What follows belongs to an exercise in optimizing a design on an open flow for small area, a short achievable clock period and few clock cycles per item; a production flow would make more cautious choices.
In this exercise RTL edits were held to simulation tests only and were not proved equivalent to the original.
Power figures rest on the tool's default switching activity, not on a simulated workload.

### design.v
module lwm_sin_rom (
    input  wire [7:0]  idx,
    output reg  [15:0] val
);
    always @(*) begin
        case (idx)
            8'd0: val = 16'h0000;
            8'd1: val = 16'h00C9;
            8'd2: val = 16'h0192;
            8'd3: val = 16'h025B;
            8'd4: val = 16'h0324;
            8'd5: val = 16'h03ED;
            8'd6: val = 16'h04B6;
            8'd7: val = 16'h057F;
            8'd8: val = 16'h0648;
            8'd9: val = 16'h0711;
            8'd10: val = 16'h07D9;
            8'd11: val = 16'h08A2;
            8'd12: val = 16'h096A;
            8'd13: val = 16'h0A33;
            8'd14: val = 16'h0AFB;
            8'd15: val = 16'h0BC4;
            8'd16: val = 16'h0C8C;
            8'd17: val = 16'h0D54;
            8'd18: val = 16'h0E1C;
            8'd19: val = 16'h0EE3;
            8'd20: val = 16'h0FAB;
            8'd21: val = 16'h1072;
            8'd22: val = 16'h113A;
            8'd23: val = 16'h1201;
            8'd24: val = 16'h12C8;
            8'd25: val = 16'h138F;
            8'd26: val = 16'h1455;
            8'd27: val = 16'h151C;
            8'd28: val = 16'h15E2;
            8'd29: val = 16'h16A8;
            8'd30: val = 16'h176E;
            8'd31: val = 16'h1833;
            8'd32: val = 16'h18F9;
            8'd33: val = 16'h19BE;
            8'd34: val = 16'h1A82;
            8'd35: val = 16'h1B47;
            8'd36: val = 16'h1C0B;
            8'd37: val = 16'h1CCF;
            8'd38: val = 16'h1D93;
            8'd39: val = 16'h1E57;
            8'd40: val = 16'h1F1A;
            8'd41: val = 16'h1FDD;
            8'd42: val = 16'h209F;
            8'd43: val = 16'h2161;
            8'd44: val = 16'h2223;
            8'd45: val = 16'h22E5;
            8'd46: val = 16'h23A6;
            8'd47: val = 16'h2467;
            8'd48: val = 16'h2528;
            8'd49: val = 16'h25E8;
            8'd50: val = 16'h26A8;
            8'd51: val = 16'h2767;
            8'd52: val = 16'h2826;
            8'd53: val = 16'h28E5;
            8'd54: val = 16'h29A3;
            8'd55: val = 16'h2A61;
            8'd56: val = 16'h2B1F;
            8'd57: val = 16'h2BDC;
            8'd58: val = 16'h2C99;
            8'd59: val = 16'h2D55;
            8'd60: val = 16'h2E11;
            8'd61: val = 16'h2ECC;
            8'd62: val = 16'h2F87;
            8'd63: val = 16'h3041;
            8'd64: val = 16'h30FB;
            8'd65: val = 16'h31B5;
            8'd66: val = 16'h326E;
            8'd67: val = 16'h3326;
            8'd68: val = 16'h33DF;
            8'd69: val = 16'h3496;
            8'd70: val = 16'h354D;
            8'd71: val = 16'h3604;
            8'd72: val = 16'h36BA;
            8'd73: val = 16'h376F;
            8'd74: val = 16'h3824;
            8'd75: val = 16'h38D9;
            8'd76: val = 16'h398C;
            8'd77: val = 16'h3A40;
            8'd78: val = 16'h3AF2;
            8'd79: val = 16'h3BA5;
            8'd80: val = 16'h3C56;
            8'd81: val = 16'h3D07;
            8'd82: val = 16'h3DB8;
            8'd83: val = 16'h3E68;
            8'd84: val = 16'h3F17;
            8'd85: val = 16'h3FC5;
            8'd86: val = 16'h4073;
            8'd87: val = 16'h4121;
            8'd88: val = 16'h41CE;
            8'd89: val = 16'h427A;
            8'd90: val = 16'h4325;
            8'd91: val = 16'h43D0;
            8'd92: val = 16'h447A;
            8'd93: val = 16'h4524;
            8'd94: val = 16'h45CD;
            8'd95: val = 16'h4675;
            8'd96: val = 16'h471C;
            8'd97: val = 16'h47C3;
            8'd98: val = 16'h4869;
            8'd99: val = 16'h490F;
            8'd100: val = 16'h49B4;
            8'd101: val = 16'h4A58;
            8'd102: val = 16'h4AFB;
            8'd103: val = 16'h4B9D;
            8'd104: val = 16'h4C3F;
            8'd105: val = 16'h4CE0;
            8'd106: val = 16'h4D81;
            8'd107: val = 16'h4E20;
            8'd108: val = 16'h4EBF;
            8'd109: val = 16'h4F5D;
            8'd110: val = 16'h4FFB;
            8'd111: val = 16'h5097;
            8'd112: val = 16'h5133;
            8'd113: val = 16'h51CE;
            8'd114: val = 16'h5268;
            8'd115: val = 16'h5302;
            8'd116: val = 16'h539B;
            8'd117: val = 16'h5432;
            8'd118: val = 16'h54C9;
            8'd119: val = 16'h5560;
            8'd120: val = 16'h55F5;
            8'd121: val = 16'h568A;
            8'd122: val = 16'h571D;
            8'd123: val = 16'h57B0;
            8'd124: val = 16'h5842;
            8'd125: val = 16'h58D3;
            8'd126: val = 16'h5964;
            8'd127: val = 16'h59F3;
            8'd128: val = 16'h5A82;
            8'd129: val = 16'h5B0F;
            8'd130: val = 16'h5B9C;
            8'd131: val = 16'h5C28;
            8'd132: val = 16'h5CB3;
            8'd133: val = 16'h5D3E;
            8'd134: val = 16'h5DC7;
            8'd135: val = 16'h5E4F;
            8'd136: val = 16'h5ED7;
            8'd137: val = 16'h5F5D;
            8'd138: val = 16'h5FE3;
            8'd139: val = 16'h6068;
            8'd140: val = 16'h60EB;
            8'd141: val = 16'h616E;
            8'd142: val = 16'h61F0;
            8'd143: val = 16'h6271;
            8'd144: val = 16'h62F1;
            8'd145: val = 16'h6370;
            8'd146: val = 16'h63EE;
            8'd147: val = 16'h646C;
            8'd148: val = 16'h64E8;
            8'd149: val = 16'h6563;
            8'd150: val = 16'h65DD;
            8'd151: val = 16'h6656;
            8'd152: val = 16'h66CF;
            8'd153: val = 16'h6746;
            8'd154: val = 16'h67BC;
            8'd155: val = 16'h6832;
            8'd156: val = 16'h68A6;
            8'd157: val = 16'h6919;
            8'd158: val = 16'h698B;
            8'd159: val = 16'h69FD;
            8'd160: val = 16'h6A6D;
            8'd161: val = 16'h6ADC;
            8'd162: val = 16'h6B4A;
            8'd163: val = 16'h6BB7;
            8'd164: val = 16'h6C23;
            8'd165: val = 16'h6C8E;
            8'd166: val = 16'h6CF8;
            8'd167: val = 16'h6D61;
            8'd168: val = 16'h6DC9;
            8'd169: val = 16'h6E30;
            8'd170: val = 16'h6E96;
            8'd171: val = 16'h6EFB;
            8'd172: val = 16'h6F5E;
            8'd173: val = 16'h6FC1;
            8'd174: val = 16'h7022;
            8'd175: val = 16'h7083;
            8'd176: val = 16'h70E2;
            8'd177: val = 16'h7140;
            8'd178: val = 16'h719D;
            8'd179: val = 16'h71F9;
            8'd180: val = 16'h7254;
            8'd181: val = 16'h72AE;
            8'd182: val = 16'h7307;
            8'd183: val = 16'h735E;
            8'd184: val = 16'h73B5;
            8'd185: val = 16'h740A;
            8'd186: val = 16'h745F;
            8'd187: val = 16'h74B2;
            8'd188: val = 16'h7504;
            8'd189: val = 16'h7555;
            8'd190: val = 16'h75A5;
            8'd191: val = 16'h75F3;
            8'd192: val = 16'h7641;
            8'd193: val = 16'h768D;
            8'd194: val = 16'h76D8;
            8'd195: val = 16'h7722;
            8'd196: val = 16'h776B;
            8'd197: val = 16'h77B3;
            8'd198: val = 16'h77FA;
            8'd199: val = 16'h783F;
            8'd200: val = 16'h7884;
            8'd201: val = 16'h78C7;
            8'd202: val = 16'h7909;
            8'd203: val = 16'h794A;
            8'd204: val = 16'h7989;
            8'd205: val = 16'h79C8;
            8'd206: val = 16'h7A05;
            8'd207: val = 16'h7A41;
            8'd208: val = 16'h7A7C;
            8'd209: val = 16'h7AB6;
            8'd210: val = 16'h7AEE;
            8'd211: val = 16'h7B26;
            8'd212: val = 16'h7B5C;
            8'd213: val = 16'h7B91;
            8'd214: val = 16'h7BC5;
            8'd215: val = 16'h7BF8;
            8'd216: val = 16'h7C29;
            8'd217: val = 16'h7C59;
            8'd218: val = 16'h7C88;
            8'd219: val = 16'h7CB6;
            8'd220: val = 16'h7CE3;
            8'd221: val = 16'h7D0E;
            8'd222: val = 16'h7D39;
            8'd223: val = 16'h7D62;
            8'd224: val = 16'h7D89;
            8'd225: val = 16'h7DB0;
            8'd226: val = 16'h7DD5;
            8'd227: val = 16'h7DFA;
            8'd228: val = 16'h7E1D;
            8'd229: val = 16'h7E3E;
            8'd230: val = 16'h7E5F;
            8'd231: val = 16'h7E7E;
            8'd232: val = 16'h7E9C;
            8'd233: val = 16'h7EB9;
            8'd234: val = 16'h7ED5;
            8'd235: val = 16'h7EEF;
            8'd236: val = 16'h7F09;
            8'd237: val = 16'h7F21;
            8'd238: val = 16'h7F37;
            8'd239: val = 16'h7F4D;
            8'd240: val = 16'h7F61;
            8'd241: val = 16'h7F74;
            8'd242: val = 16'h7F86;
            8'd243: val = 16'h7F97;
            8'd244: val = 16'h7FA6;
            8'd245: val = 16'h7FB4;
            8'd246: val = 16'h7FC1;
            8'd247: val = 16'h7FCD;
            8'd248: val = 16'h7FD8;
            8'd249: val = 16'h7FE1;
            8'd250: val = 16'h7FE9;
            8'd251: val = 16'h7FF0;
            8'd252: val = 16'h7FF5;
            8'd253: val = 16'h7FF9;
            8'd254: val = 16'h7FFD;
            8'd255: val = 16'h7FFE;
            default: val = 16'h0000;
        endcase
    end
endmodule
module lwm_trig (
    input  wire        [15:0] angle,
    output reg  signed [15:0] cos_o,
    output reg  signed [15:0] sin_o
);
    wire [1:0] sel = {~angle[15], angle[14]};
    wire [7:0] i   = angle[13:6];
    wire signed [15:0] t_i;      
    wire signed [15:0] t_m;      
    lwm_sin_rom rom_i (.idx(i),         .val(t_i));
    lwm_sin_rom rom_m (.idx(8'd255 - i), .val(t_m));
    always @(*) begin
        case (sel)
            2'b10:   begin sin_o =  t_i; cos_o =  t_m; end    
            2'b11:   begin sin_o =  t_m; cos_o = -t_i; end    
            2'b00:   begin sin_o = -t_i; cos_o = -t_m; end    
            default: begin sin_o = -t_m; cos_o =  t_i; end    
        endcase
    end
endmodule
module lwm_conv (
    input  wire signed [31:0] v,
    input  wire        [4:0]  qf,
    input  wire        [4:0]  qt,
    output wire signed [31:0] r
);
    wire [4:0] up   = qt - qf;
    wire [4:0] down = qf - qt;
    assign r = (qt > qf) ? (v <<< up) : (v >>> down);
endmodule
module lwm_sat16n (
    input  wire signed [31:0] x,
    output wire        [31:0] y
);
    assign y = (x > 32'sd32767)  ? 32'sd32767 :
               (x < -32'sd32767) ? -32'sd32767 : x;
endmodule
module lwm_div (
    input  wire        clk,
    input  wire        rst,
    input  wire        start,       
    input  wire [63:0] dividend,    
    input  wire [31:0] divisor,     
    output reg         done,        
    output wire [31:0] quotient
);
    reg        busy;
    reg  [6:0] cnt;
    reg [32:0] rem;
    reg [63:0] q;        
    reg [31:0] dmag;
    reg        neg;
    wire        n_neg = dividend[63];
    wire        d_neg = divisor[31];
    wire [63:0] n_mag = n_neg ? -dividend : dividend;
    wire [31:0] d_mag = d_neg ? -divisor : divisor;
    wire [32:0] rem_sh = {rem[31:0], q[63]};
    wire        ge     = rem_sh >= {1'b0, dmag};
    wire [32:0] rem_nx = ge ? rem_sh - {1'b0, dmag} : rem_sh;
    assign quotient = neg ? -q[31:0] : q[31:0];
    always @(posedge clk) begin
        if (rst) begin
            busy <= 1'b0;
            done <= 1'b0;
            cnt  <= 7'd0;
            rem  <= 33'd0;
            q    <= 64'd0;
            dmag <= 32'd0;
            neg  <= 1'b0;
        end else begin
            done <= 1'b0;
            if (start) begin
                busy <= 1'b1;
                cnt  <= 7'd0;
                rem  <= 33'd0;
                q    <= n_mag;
                dmag <= d_mag;
                neg  <= n_neg ^ d_neg;
            end else if (busy) begin
                rem <= rem_nx;
                q   <= {q[62:0], ge};
                cnt <= cnt + 7'd1;
                if (cnt == 7'd63) begin
                    busy <= 1'b0;
                    done <= 1'b1;
                end
            end
        end
    end
endmodule
module lwm_core (
    input  wire        clk,
    input  wire        rst,           
    input  wire        bus_valid,
    input  wire        bus_write,
    input  wire [5:0]  bus_addr,      
    input  wire [1:0]  bus_size,      
    input  wire [31:0] bus_wdata,
    output reg         bus_ready,
    output reg         bus_err,
    output reg  [31:0] bus_rdata
);
    localparam [31:0] ID_VALUE = 32'h4C574D01;
    localparam [5:0] A_ID = 6'h00, A_STATUS = 6'h04, A_CMD = 6'h08,
                     A_OPA = 6'h10, A_OPB = 6'h14, A_OPC = 6'h18,
                     A_RES0 = 6'h20, A_RES1 = 6'h24;
    localparam [7:0] OP_TOFIX = 8'h01, OP_FROMFIX = 8'h02, OP_QCONV = 8'h03,
                     OP_QADD = 8'h08, OP_QSUB = 8'h09, OP_QMUL = 8'h0A,
                     OP_QDIV = 8'h0B, OP_QADDI = 8'h0C, OP_QSUBI = 8'h0D,
                     OP_QMULI = 8'h0E, OP_QDIVI = 8'h0F, OP_GADD = 8'h10,
                     OP_GSUB = 8'h11, OP_GMUL = 8'h12, OP_GDIV = 8'h13,
                     OP_ISQRT = 8'h18, OP_FSQRT = 8'h19, OP_TRIG = 8'h20,
                     OP_CLARKE = 8'h21, OP_PARK = 8'h22, OP_REVPARK = 8'h23;
    localparam [3:0] C_ILLEGAL = 4'd1, C_DIVZERO = 4'd2;
    localparam [1:0] S_IDLE = 2'd0, S_EXEC = 2'd1, S_DIV = 2'd2, S_SQRT = 2'd3;
    reg        fault;
    reg  [3:0] cause;
    reg [31:0] cmd, opa, opb, opc, res0, res1;
    reg  [1:0] state;
    reg [31:0] sq_x;         
    reg [31:0] sq_g;         
    reg  [2:0] sq_iter;      
    wire acc_ok    = (bus_size == 2'd2) && (bus_addr[1:0] == 2'b00);
    wire cmd_write = bus_valid && acc_ok && bus_write && (bus_addr == A_CMD);
    wire [7:0] op = cmd[7:0];
    wire [4:0] qa = cmd[12:8];
    wire [4:0] qb = cmd[20:16];
    wire [4:0] qr = cmd[28:24];
    reg op_known;
    always @(*) begin
        case (op)
            OP_TOFIX, OP_FROMFIX, OP_QCONV, OP_QADD, OP_QSUB, OP_QMUL,
            OP_QDIV, OP_QADDI, OP_QSUBI, OP_QMULI, OP_QDIVI, OP_GADD,
            OP_GSUB, OP_GMUL, OP_GDIV, OP_ISQRT, OP_FSQRT, OP_TRIG,
            OP_CLARKE, OP_PARK, OP_REVPARK: op_known = 1'b1;
            default:                        op_known = 1'b0;
        endcase
    end
    wire legal = op_known && (cmd[15:13] == 3'b0) && (cmd[23:21] == 3'b0) &&
                 (cmd[31:29] == 3'b0);
    wire signed [31:0] a = opa;
    wire signed [31:0] b = opb;
    wire [31:0] a_shl = opa << qa;            
    wire [31:0] b_shl = opb << qa;            
    wire [31:0] a_asr = a >>> qa;             
    wire [31:0] a_conv, b_conv;               
    lwm_conv conv_a (.v(opa), .qf(qa), .qt(qr), .r(a_conv));
    lwm_conv conv_b (.v(opb), .qf(qb), .qt(qr), .r(b_conv));
    wire signed [63:0] prod = a * b;
    wire [63:0] qmul_sh = prod >>> qa;
    wire  [5:0] qab     = {1'b0, qa} + {1'b0, qb};
    wire [63:0] gmul_sh = ({1'b0, qr} > qab) ? (prod << ({1'b0, qr} - qab))
                                              : (prod >>> (qab - {1'b0, qr}));
    wire signed [15:0] a16 = opa[15:0];
    wire signed [15:0] b16 = opb[15:0];
    wire signed [15:0] cs_cos, cs_sin;
    lwm_trig trig_a (.angle(op == OP_TRIG ? opa[15:0] : opc[15:0]),
                     .cos_o(cs_cos), .sin_o(cs_sin));
    localparam signed [31:0] KSQ3 = 32'sd18918;
    wire signed [31:0] ta = a16 * KSQ3;
    wire signed [31:0] tb = b16 * KSQ3;
    wire signed [31:0] clarke_raw = (-ta - tb - tb) >>> 15;
    wire signed [31:0] p_ac = a16 * cs_cos;
    wire signed [31:0] p_bs = b16 * cs_sin;
    wire signed [31:0] p_as = a16 * cs_sin;
    wire signed [31:0] p_bc = b16 * cs_cos;
    wire signed [31:0] park_q  = (p_ac - p_bs) >>> 15;
    wire signed [31:0] park_d  = (p_as + p_bc) >>> 15;
    wire signed [31:0] rpark_a = (p_ac + p_bs) >>> 15;
    wire signed [31:0] rpark_b = (p_bc - p_as) >>> 15;
    wire [31:0] clarke_beta, park_q_sat, park_d_sat;
    lwm_sat16n sat_c (.x(clarke_raw), .y(clarke_beta));
    lwm_sat16n sat_q (.x(park_q),     .y(park_q_sat));
    lwm_sat16n sat_d (.x(park_d),     .y(park_d_sat));
    reg         div_start;
    reg  [63:0] div_n;
    reg  [31:0] div_d;
    wire        div_done;
    wire [31:0] div_q;
    lwm_div divider (
        .clk(clk), .rst(rst), .start(div_start),
        .dividend(div_n), .divisor(div_d),
        .done(div_done), .quotient(div_q)
    );
    wire [31:0] sq_in   = (op == OP_FSQRT) ? a_shl : opa;
    wire [31:0] sq_seed = ($signed(sq_in) <= 32'sd2097152) ? 32'd128 : 32'd8192;
    wire [31:0] sq_next = (sq_g + div_q) >> 1;
    reg        ex_wr0, ex_wr1;
    reg [31:0] ex_r0, ex_r1;
    always @(*) begin
        ex_wr0 = 1'b1;
        ex_wr1 = 1'b0;
        ex_r0  = 32'd0;
        ex_r1  = 32'd0;
        case (op)
            OP_TOFIX:   ex_r0 = a_shl;
            OP_FROMFIX: ex_r0 = a_asr;
            OP_QCONV:   ex_r0 = a_conv;
            OP_QADD:    ex_r0 = opa + opb;
            OP_QSUB:    ex_r0 = opa - opb;
            OP_QMUL:    ex_r0 = qmul_sh[31:0];
            OP_QADDI:   ex_r0 = opa + b_shl;
            OP_QSUBI:   ex_r0 = opa - b_shl;
            OP_QMULI:   ex_r0 = prod[31:0];
            OP_GADD:    ex_r0 = a_conv + b_conv;
            OP_GSUB:    ex_r0 = a_conv - b_conv;
            OP_GMUL:    ex_r0 = gmul_sh[31:0];
            OP_TRIG: begin
                ex_wr1 = 1'b1;
                ex_r0  = {{16{cs_cos[15]}}, cs_cos};
                ex_r1  = {{16{cs_sin[15]}}, cs_sin};
            end
            OP_CLARKE: begin
                ex_wr1 = 1'b1;
                ex_r0  = {{16{a16[15]}}, a16};
                ex_r1  = clarke_beta;
            end
            OP_PARK: begin
                ex_wr1 = 1'b1;
                ex_r0  = park_q_sat;
                ex_r1  = park_d_sat;
            end
            OP_REVPARK: begin
                ex_wr1 = 1'b1;
                ex_r0  = {{16{rpark_a[15]}}, rpark_a[15:0]};
                ex_r1  = {{16{rpark_b[15]}}, rpark_b[15:0]};
            end
            default:    ex_wr0 = 1'b0;
        endcase
    end
    wire is_div  = (op == OP_QDIV) || (op == OP_QDIVI) || (op == OP_GDIV);
    reg [63:0] dv_n;
    reg [31:0] dv_d;
    always @(*) begin
        case (op)
            OP_QDIV: begin
                dv_n = {{32{opa[31]}}, opa} << qa;
                dv_d = opb;
            end
            OP_QDIVI: begin
                dv_n = {{32{opa[31]}}, opa};
                dv_d = opb;
            end
            default: begin   
                dv_n = {{32{a_conv[31]}}, a_conv} << qr;
                dv_d = b_conv;
            end
        endcase
    end
    reg [31:0] rd_val;
    always @(*) begin
        case (bus_addr)
            A_ID:     rd_val = ID_VALUE;
            A_STATUS: rd_val = {24'd0, cause, 3'd0, fault};
            A_CMD:    rd_val = cmd;
            A_OPA:    rd_val = opa;
            A_OPB:    rd_val = opb;
            A_OPC:    rd_val = opc;
            A_RES0:   rd_val = res0;
            A_RES1:   rd_val = res1;
            default:  rd_val = 32'd0;
        endcase
    end
    reg finish;       
    always @(*) begin
        finish    = 1'b0;
        div_start = 1'b0;
        div_n     = dv_n;
        div_d     = dv_d;
        case (state)
            S_EXEC: begin
                if (!legal || ex_wr0) begin
                    finish = 1'b1;
                end else if (is_div) begin
                    if (dv_d == 32'd0) finish = 1'b1;
                    else               div_start = 1'b1;
                end else begin   
                    if ($signed(sq_in) <= 0) begin
                        finish = 1'b1;
                    end else begin
                        div_start = 1'b1;
                        div_n     = {32'd0, sq_in};
                        div_d     = sq_seed;
                    end
                end
            end
            S_DIV:  finish = div_done;
            S_SQRT: begin
                if (div_done) begin
                    if (sq_next == sq_g || sq_iter == 3'd6) begin
                        finish = 1'b1;
                    end else begin
                        div_start = 1'b1;
                        div_n     = {32'd0, sq_x};
                        div_d     = sq_next;
                    end
                end
            end
            default: ;
        endcase
    end
    always @(*) begin
        bus_rdata = rd_val;
        bus_err   = bus_valid && !acc_ok;
        bus_ready = 1'b0;
        if (state == S_IDLE)
            bus_ready = bus_valid && !cmd_write;
        else
            bus_ready = finish;
    end
    always @(posedge clk) begin
        if (rst) begin
            fault   <= 1'b0;
            cause   <= 4'd0;
            cmd     <= 32'd0;
            opa     <= 32'd0;
            opb     <= 32'd0;
            opc     <= 32'd0;
            res0    <= 32'd0;
            res1    <= 32'd0;
            state   <= S_IDLE;
            sq_x    <= 32'd0;
            sq_g    <= 32'd0;
            sq_iter <= 3'd0;
        end else begin
            case (state)
                S_IDLE: begin
                    if (bus_valid && acc_ok && bus_write) begin
                        case (bus_addr)
                            A_STATUS: if (bus_wdata[0]) begin
                                fault <= 1'b0;
                                cause <= 4'd0;
                            end
                            A_CMD: begin
                                cmd   <= bus_wdata;
                                state <= S_EXEC;
                            end
                            A_OPA: opa <= bus_wdata;
                            A_OPB: opb <= bus_wdata;
                            A_OPC: opc <= bus_wdata;
                            default: ;
                        endcase
                    end
                end
                S_EXEC: begin
                    if (!legal) begin
                        if (!fault) begin
                            fault <= 1'b1;
                            cause <= C_ILLEGAL;
                        end
                        state <= S_IDLE;
                    end else if (ex_wr0) begin
                        res0  <= ex_r0;
                        if (ex_wr1) res1 <= ex_r1;
                        state <= S_IDLE;
                    end else if (is_div) begin
                        if (dv_d == 32'd0) begin
                            if (!fault) begin
                                fault <= 1'b1;
                                cause <= C_DIVZERO;
                            end
                            state <= S_IDLE;
                        end else begin
                            state <= S_DIV;
                        end
                    end else begin
                        if ($signed(sq_in) <= 0) begin
                            res0  <= 32'd0;
                            state <= S_IDLE;
                        end else begin
                            sq_x    <= sq_in;
                            sq_g    <= sq_seed;
                            sq_iter <= 3'd1;
                            state   <= S_SQRT;
                        end
                    end
                end
                S_DIV: begin
                    if (div_done) begin
                        res0  <= div_q;
                        state <= S_IDLE;
                    end
                end
                default: begin   
                    if (div_done) begin
                        if (sq_next == sq_g || sq_iter == 3'd6) begin
                            res0  <= sq_next;
                            state <= S_IDLE;
                        end else begin
                            sq_g    <= sq_next;
                            sq_iter <= sq_iter + 3'd1;
                        end
                    end
                end
            endcase
        end
    end
endmodule
### run.sh
#!/bin/bash
# synth_recipe.tcl (not shown) runs the flow's synth.tcl, then flattens the netlist and writes it again
# the make line also repeats each setting of config.mk as NAME=value (left out here)
make -C /OpenROAD-flow-scripts/flow DESIGN_CONFIG=/design/flow/config.mk WORK_HOME=/design/flow/orfs CLKGATE_MAP_FILE= SYNTH_SCRIPT=/design/flow/synth_recipe.tcl finish
### config.mk
export PLATFORM = sky130hd
export DESIGN_NAME = lwm_core
export DESIGN_NICKNAME = lwm_core
export VERILOG_FILES = /design/flow/design.v
export SDC_FILE = /design/flow/constraint.sdc
export NUM_CORES = 8
export LEC_CHECK = 0
export CAP_MARGIN = 20
export CORE_MARGIN = 2
export CORE_UTILIZATION = 30
export GPL_ROUTABILITY_DRIVEN = 1
export PLACE_DENSITY = 0.42
export SLEW_MARGIN = 20
### constraint.sdc
create_clock -name core_clock -period 17.0 [get_ports {clk}]
set_input_delay 3.4000 -clock core_clock [delete_from_list [all_inputs] [get_ports {clk}]]
set_output_delay 3.4000 -clock core_clock [all_outputs]
set_load 0.01 [all_outputs]
==> reports/results.tsv <==
metric	value	unit
status	finished clean	
sequential power share	35.2	%
Nets	23400	
die width	735	µm
CTS tree	done	
initial drt markers	19600	
Root Buffer	clkbuf_16	
min-delay src	divider.dmag[25]	
ys async rst share	0	%
number of synthesized flops with an enable pin	0	
Tot Pwr	0.00257	W
Gate Count Post-Synth	20300	
Post-DP HPWL	707000	µm
clock power share	53.8	%
Seq/Total Area, Yosys	4.83	%
FF+latch count, synth	387	
first-pass GRT wire length	1260000	µm
Multi-input gate area	137000	µm²
Tightest Pin Transition	1.39	ns
startpoint types	flop	
Die Y	735	µm
fin area	175000	µm²
CP Data Required Time	17.55	ns
Max Fclk	61.3	MHz
Clk Latency, worst-skew pair	0.83	ns
core area	532000	µm²
Worst Path Max Fanout	13	
Max clock buf depth	3	
Routed Antenna Nets	0	
cell count of the worst hold path	2	
MaxCap Viol Count	0	
fill count	57200	
Gate power share	11.0	%
CTS buffer count	59	
GRT overflow	0	
Rows	268	
post-synthesis cell area	160000	µm²
Setup TNS	0	ns
wire length per cell	33.3	µm
Setup crit end kind	flop	
vias in the first global route	155000	
worst vdd ir	0.0806	mV
initial antenna violation count	142	
met3 Use GR	6.75	%
Endpoint, Worst Hold	divider.dmag[25]	
met1 Use GR	43.5	%
r2r endpoint	res0[14]	
final WL	902000	µm
YS warnings	4	
syn_area_per_cell	7.89	µm²
largest net degree at the start of global routing	97	
Post-Syn Nets	23800	
placed inst area	172000	µm²
R2R setup slack	0.69	ns
H-tree depth	2	
Period minus WS final	16.31	ns
via/cell ratio	5.85	
switching fraction of total power	32.0	%
worst r2r src	cmd[5]	
WP data arrival	16.86	ns
worst clock skew	0.143	ns
Worst slew margin	6.55	%
port buffer count	77	
Total GRT Usage	32.5	%
worst r2r path cells	58	
Clk pin slew, worst setup/hold paths	0.07	ns
final hold vios	0	
hold buffer count at cts	0	
DRC Markers	0	
Storage cell area	7940	µm²
Tcrit/Tclk final	96.0	%
Netlist cell types	133	
CP max-delay cell	a21oi_1	
Hold/Removal Path Class	reg2reg	
dominant synthesized flop cell	dfxtp_1	
clk sinks	387	
Initial Util	30.1	%
Final setup viols	0	
crit path kind	reg2reg	
Top Usage Layer GRT	met2	
RD Place Congestion	1.07	
met2 Usage GRT	48.6	%
DRT Pass-1 Iters	10	
final slew viol count	0	
Psw	0.000820	W
internal power	0.00175	W
Pwr per Cell Area	14.7	nW/µm²
I/O pin count	78	
share of layout cells above drive strength 1	9.02	%
slowest stage delay, CP	0.83	ns
Area Growth Syn to Fin	9.08	%
die area	540000	µm²
vias	158000	
Leak	75.2	nW
-- critical path: cells and delay by family, from the launching register on --
family / cells / cell delay, ns
AO/OA/AOI/OAI: 19 / 5.52
adder cells (fa/ha/maj): 10 / 4.07
AND/OR/NAND/NOR: 17 / 3.95
buffers and inverters: 9 / 1.47
flip-flops: 1 / 0.44
XOR/XNOR: 2 / 0.42
multiplexers: 1 / 0.08
-- placed cells by master, fill, tap and decap left out, types with 500 or more instances in the layout --
cell type  Yosys  final
inv_1       2789   2777
nand2_1     2450   2443
fa_1        2311   2306
nor2_1      1380   1363
a21oi_1     1163   1144
ha_1        1097   1092
buf_4         21    863
o21ai_0      854    843
and2_1       812    813
mux2i_1      505    500
-- cell usage after synthesis, types with 78 or more instances --
cell      instances  area share (%)
a21o_1          204            0.96
o31ai_1         106            0.50
or3_1           115            0.45
dfxtp_1         387             4.8
nor2b_1         140            0.55
fa_1           2311              29
xor2_1          248             1.4
and2_1          812             3.2
nor3_1          367             1.1
nor2_1         1380             3.2
mux2i_1         505             3.2
nand2b_1        164            0.64
o21ai_0         854             2.7
clkbuf_1       1155             2.7
ha_1           1097             8.6
o221ai_1         78            0.43
a211oi_1        283             1.3
a22oi_1         121            0.57
buf_2           127            0.40
buf_1           148            0.35
mux2_2          159             1.1
mux4_2          192             2.7
nand4_1          99            0.39
a221oi_1        125            0.68
and3_1          113            0.44
o22ai_1         120            0.47
nand3_1         336             1.0
o211ai_1        197            0.92
xnor2_1         456             2.5
a21oi_1        1163             3.6
a31oi_1         167            0.65
nand2_1        2450             5.7
inv_1          2789             6.5
-- power by group through the flow --
stage	combinational, W	clock, W	sequential, W
after floorplan	0.000130	0	0.000928
after global placement	0.000268	0	0.000923
after detailed placement	0.000266	0	0.000923
after CTS	0.000268	0.00140	0.000903
after global routing	0.000284	0.00142	0.000902
final	0.000283	0.00138	0.000903
-- cells by family after synthesis --
group	Yosys count	share of synthesized area, %
simple gates	6300	18.4
fa+ha+maj	3408	37.4
compound gates	4387	18.2
flops	387	4.83
xor+xnor	711	3.94
buf+inv	4271	10.2
mux	860	7.00
-- how the worst max path moves through the flow --
stage                      start       end  slack (ns)  cells after the start
after floorplan           cmd[4]  res0[14]         1.0                     74
after global placement    cmd[6]  res0[14]        0.35                     61
after detailed placement  cmd[6]  res0[14]        0.33                     61
after CTS                 cmd[6]  res0[14]        0.06                     61
after global routing      cmd[5]  res0[14]      -0.002                     63
final                     cmd[5]  res0[14]        0.69                     58
-- sequential cells by signal, summed over array words and instances, names as in the netlist, 17 cells and up, named ones only --
signal and flops:
cmd 32, divider.q 64, divider.dmag 32, res0 32, sq_g 31, divider.rem 32, opb 32, opa 32
opc 32, res1 17, sq_x 32
-- routing by layer --
metal	vias up	wire length [µm]
met5	-	376
met4	50	60500
met3	1943	80700
met2	8149	384000
met1	80700	376000
li1	67400	-
-- stage by stage --
step | hold slack (ns) | util (%) | instances | worst slack, ns
6_report | 0.451 | 32.8 | 27000 | 0.688
5_1_grt | 0.475 | 32.8 | 27000 | -0.00192
4_1_cts | 0.456 | 32.7 | 27000 | 0.0562
3_5_place_dp | 0.449 | 32.4 | 26800 | 0.325
3_3_place_gp | 0.441 | 32.3 | 26800 | 0.350
2_1_floorplan | 0.420 | - | 20300 | 0.999
-- timing repair --
action                                  in CTS  in global routing
setup buffers                                0                  8
resized for setup                            0                 24
endpoints found under the setup margin       0                 43
-- area by class of cell --
cell class / instances / share of cell area, %
Sequential cell: 387 / 4.54
Timing Repair Buffer: 977 / 4.54
Inverter: 2806 / 6.03
Clock buffer: 73 / 0.915
Tap cell: 7020 / 5.02
Clock inverter: 37 / 0.248
Multi-Input combinational cell: 15700 / 78.6
Antenna cell: 68 / 0.0973
Testbench counts, summed over its fixed seeds: cycles 420,284, items 12,000.

static timing again, ports no longer ideal:
How much do the figures lean on ideal ports? The routed layout below was timed once more, with nothing changed but the port constraints.
Step 1 (the two cells are an assumption about what drives the block):
set clk [get_ports {clk}]
set_driving_cell -lib_cell sky130_fd_sc_hd__clkbuf_16 $clk
set_driving_cell -lib_cell sky130_fd_sc_hd__buf_2 [delete_from_list [all_inputs] $clk]
Step 2 also shifts input and output timing later by t, the mid clock arrival at the registers, as if the neighbouring blocks saw the same clock.
Three values: ideal, step 1, step 2; two values: the first two.
shift t [ns]: 0.899
slack for setup (ns): 0.688 / 0.688 / 0.688
worst hold slack (ns): 0.451 / 0.451 / 0.451
worst setup path after step 2: register to register
latest minus earliest clock arrival (ns): 0.143 / 0.143
After both steps this run still meets setup and hold. For this run, drivers alone change the setup slack by 0.000 ns; drivers and shift together by 0.000 ns.
